This design comes from an exercise in tuning for small area, a short achievable clock period and few clock cycles on the open sky130 flow, not from production work.
Power and IR drop assume default switching activity.

// cqsm_codec
module cqsm_codec (
  input             clk,
  input             rst,           
  input             cmd_valid,
  output reg        cmd_ready,
  input      [1:0]  cmd_op,        
  input      [23:0] cmd_arg,
  input      [3:0]  cfg_kh,
  input      [3:0]  cfg_ks,
  input      [3:0]  cfg_kv,
  input      [8:0]  cfg_nh,
  input      [8:0]  cfg_ns,
  input      [8:0]  cfg_nv,
  input      [7:0]  cfg_gmin,
  input             pix_valid,
  output reg        pix_ready,
  input      [23:0] pix_hsv,
  output reg        res_valid,
  output reg [2:0]  res_err,
  output reg [8:0]  res_info,
  output reg [23:0] res_hsv,
  output reg [7:0]  res_sym,
  output reg [7:0]  res_mg
);
Settings: LEC_CHECK=0, CAP_MARGIN=20, CORE_MARGIN=2, CORE_UTILIZATION=40, SLEW_MARGIN=20; clock period 13.5 ns.
standard.sh (not shown) runs the stock make flow with config.mk's settings and CLKGATE_MAP_FILE= SYNTH_SCRIPT=/design/flow/synth_recipe.tcl, a recipe that flattens the netlist after the stock synthesis.
==> flow/flow/run.sh <==
#!/bin/bash
set -euo pipefail
bash standard.sh SETUP_SLACK_MARGIN=9.7 CAP_MARGIN=30 "BUFFER_PORTS_ARGS=-buffer_cell sky130_fd_sc_hd__buf_2" finish > make_finish.log 2>&1
Edit:
--- a/flow/design.v
+++ b/flow/design.v
@@ -37,26 +37,26 @@
   localparam S_ALAST = 4'd3;
   localparam S_DIV   = 4'd4;
   localparam S_DDIV  = 4'd7;
   localparam S_MUL   = 4'd9;
   localparam S_SHIFT = 4'd11;
   localparam S_CST   = 4'd12;
   localparam S_CSTEP = 4'd13;
   localparam S_CEND  = 4'd14;
   localparam S_VERD  = 4'd15;
   reg [3:0]  state;
-  reg [2:0]  cr;               
+  reg [23:0] p;                
   reg        cfgv;
   reg [11:0] kc;               
   reg [38:0] np;               
   reg [3:0]  cnt;
-  reg [71:0] acc;              
+  reg [74:0] acc;              
   reg f_eld, f_stp, f_mul, f_dvm, f_dvl;
   wire [15:0] n   = res_hsv[15:0];
   wire [15:0] rem = {res_info[7:0], res_mg};
   reg [1:0]  ch;
   reg [4:0]  frac;
   reg        fa, fb, anyz;
   wire cmd_fire = cmd_valid && cmd_ready;
   wire pix_fire = pix_valid && pix_ready;
   wire [3:0] kh = kc[3:0];
   wire [3:0] ks = kc[7:4];
@@ -77,55 +77,56 @@
     begin
       m = n5[4] ? (6'd32 - {1'b0, n5}) : {1'b0, n5};
       dec_c4 = 4'd15 - m[4:1];
     end
   endfunction
   wire [7:0]  esym = res_hsv[7:0];    
   wire [7:0]  e_sv = esym >> kv;
   wire [7:0]  e_sh = esym >> (kv + ks);
   wire [11:0] eidx = {esym[3:0] & kmask(kv), e_sv[3:0] & kmask(ks), e_sh[3:0] & kmask(kh)};
   wire        f_ini  = cmd_fire && cmd_op[1];
-  reg  [71:0] acc_nx;
-  wire [2:0]  lo_c;            
+  reg  [74:0] acc_nx;
   wire [11:0] didx;            
   wire [23:0] elvl;            
   wire [23:0] mean_nx;         
   genvar g;
   generate
     for (g = 0; g < 3; g = g + 1) begin : g_ch
-      wire [15:0] R    = acc[24*g+8 +: 16];
-      wire [7:0]  L    = acc[24*g +: 8];
+      wire [24:0] A    = acc[25*g +: 25];
+      wire [7:0]  L    = A[7:0];
       wire [12:0] npc  = np[13*g +: 13];
       wire [3:0]  kcc  = kc[4*g +: 4];
       wire [15:0] dvs  = f_dvm ? n : {3'd0, npc};
-      wire [7:0]  pg   = pix_hsv[8*g +: 8] & {8{pix_fire}};
-      wire [7:0]  lo   = {1'b0, acc[24*g +: 7]} + {1'b0, pg[6:0]};
-      wire [17:0] bhi  = f_stp ? ~{2'd0, dvs} : {17'd0, pg[7]};
-      wire [17:0] hi   = {1'b0, acc[24*g+7 +: 17]} + bhi + {17'd0, f_stp | cr[g]};
-      wire        cmt  = f_mul ? L[7] : ~hi[17];
-      wire [7:0]  lnx  = {L[6:0], cmt};
-      wire [15:0] rnx  = cmt ? hi[15:0] : {R[14:0], f_mul | L[7]};
-      wire [23:0] addv = {hi[16:0], lo[6:0]};
-      assign lo_c[g] = lo[7];
+      wire [7:0]  pg   = p[8*g +: 8];
+      wire [7:0]  lo   = {1'b0, A[6:0]} + {1'b0, pg[6:0]};
+      wire        inv  = f_mul ? L[7] : ~A[24];
+      wire        used = ~f_mul | L[7];
+      wire [17:0] bhi  = f_stp ? ({18{inv}} ^ ({2'd0, dvs} & {18{used}})) : {17'd0, pg[7]};
+      wire        cin  = f_stp ? (f_mul | inv) : lo[7];
+      wire [17:0] hi   = A[24:7] + bhi + {17'd0, cin};
+      wire        q    = ~hi[16];
+      wire [7:0]  lnx  = {L[6:0], q};
+      wire [16:0] rnx  = hi[16:0];
+      wire [24:0] addv = {hi, lo[6:0]};
       wire [3:0]  ei   = eidx[4*g +: 4];
       wire [3:0]  c4   = dec_c4(npc[4:0]);
       always @(*) begin
         if (f_ini)
-          acc_nx[24*g +: 24] = {9'd0, cmd_op[0] ? cmd_arg[15:1] : {cmd_arg[8*g +: 8], c4, 3'd0}};
+          acc_nx[25*g +: 25] = {10'd0, cmd_op[0] ? cmd_arg[15:1] : {cmd_arg[8*g +: 8], c4, 3'd0}};
         else if (f_eld)
-          acc_nx[24*g +: 24] = {16'hFFFF, ei, 1'b1, 3'b000};
+          acc_nx[25*g +: 25] = {17'h1FFFF, ei, 1'b1, 3'b000};
         else if (f_dvl)
-          acc_nx[24*g +: 24] = {9'd0, lnx, c4, 3'd0};
+          acc_nx[25*g +: 25] = {10'd0, lnx, c4, 3'd0};
         else if (f_stp)
-          acc_nx[24*g +: 24] = {rnx, lnx};
+          acc_nx[25*g +: 25] = {rnx, lnx};
         else
-          acc_nx[24*g +: 24] = addv;
+          acc_nx[25*g +: 25] = addv;
       end
       assign mean_nx[8*g +: 8] = lnx;
       wire [3:0] mk   = kmask(kcc);
       wire       sat  = lnx[4] || ((lnx[3:1] & ~mk[3:1]) != 3'd0);
       assign didx[4*g +: 4] = {sat ? mk[3:1] : lnx[3:1], mk[0] & (sat | lnx[0])};
       assign elvl[8*g +: 8] = ~rnx[12:5];
     end
   endgenerate
   wire [3:0] ksv = ks + kv;
   wire [7:0] dsym = ({4'd0, didx[3:0]} << ksv) | ({4'd0, didx[7:4]} << kv) | {4'd0, didx[11:8]};
@@ -231,21 +232,24 @@
       if (state == S_CEXEC)
         cfgv <= 1'b0;
       if (state == S_VERD && res_err == E_OK)
         cfgv <= 1'b1;
     end
   end
   integer c;
   always @(posedge clk) begin
     acc     <= acc_nx;
     res_sym <= dsym;
-    cr <= (f_ini || f_eld || f_stp) ? 3'd0 : lo_c;
+    if (pix_ready)
+      p <= pix_valid ? pix_hsv : 24'd0;
+    else
+      p <= 24'd0;
     if (cmd_fire && cmd_op == OP_CONFIG) begin
       kc      <= {cfg_kv, cfg_ks, cfg_kh};
       np      <= {4'd0, cfg_nv, 4'd0, cfg_ns, 4'd0, cfg_nh};
     end
     if (f_dvl)
       res_hsv <= mean_nx;
     case (state)
       S_IDLE: if (cmd_fire) begin
         res_info      <= 9'd0;
         res_err       <= (cmd_op != OP_CONFIG && !cfgv) ? E_NOCFG : E_OK;
Cell area is higher by 1.9%.
Total power went up by 10%.
Sequential power climbs by 6.2%.
Count of clock-buffer cells in the layout grows by 4.
Critical path depth grows by 1.
First-iteration DRC count is about the same.
Register-to-register slack gets better by 0.70 ns.
Wire length goes down by 1.5%.
Setup slack gains 1.2 ns.
Flip-flop and latch count climbs by 24.
Cell count rose by 3.8%.
Combinational power came out higher by about 10%.
No run of this note included a check of the RTL's function; only the layout flow was run.

-- what the ideal ports hide --
In the flow no input, the clock included, has a driving cell. The finished layouts below were timed again as built, in two steps. Step 1 sets driving cells, clkbuf_16 on the clock port and buf_2 on the other inputs (assumed; they add their load-dependent delay and slew). Step 2, shift: input delay + t, output delay - t, t = (earliest + latest rising clock arrival at the registers) / 2. This alone moves slack from input paths to output paths. Slacks: no drivers / after step 1 / after step 2; pairs: no drivers / after step 1.
| run | t, ns | slack for setup (ns) | pins driven straight from the clock port |
|---|---|---|---|
| the first run | 0.619 | 8.177 / 8.185 / 7.566 | 1 |
| the second run | 0.629 | 9.340 / 9.340 / 9.113 | 1 |
After both steps setup and hold are still met in every run listed. The setup slack of the first run, which loses most, moves by +0.008 ns with the drivers and by -0.611 ns with both steps.
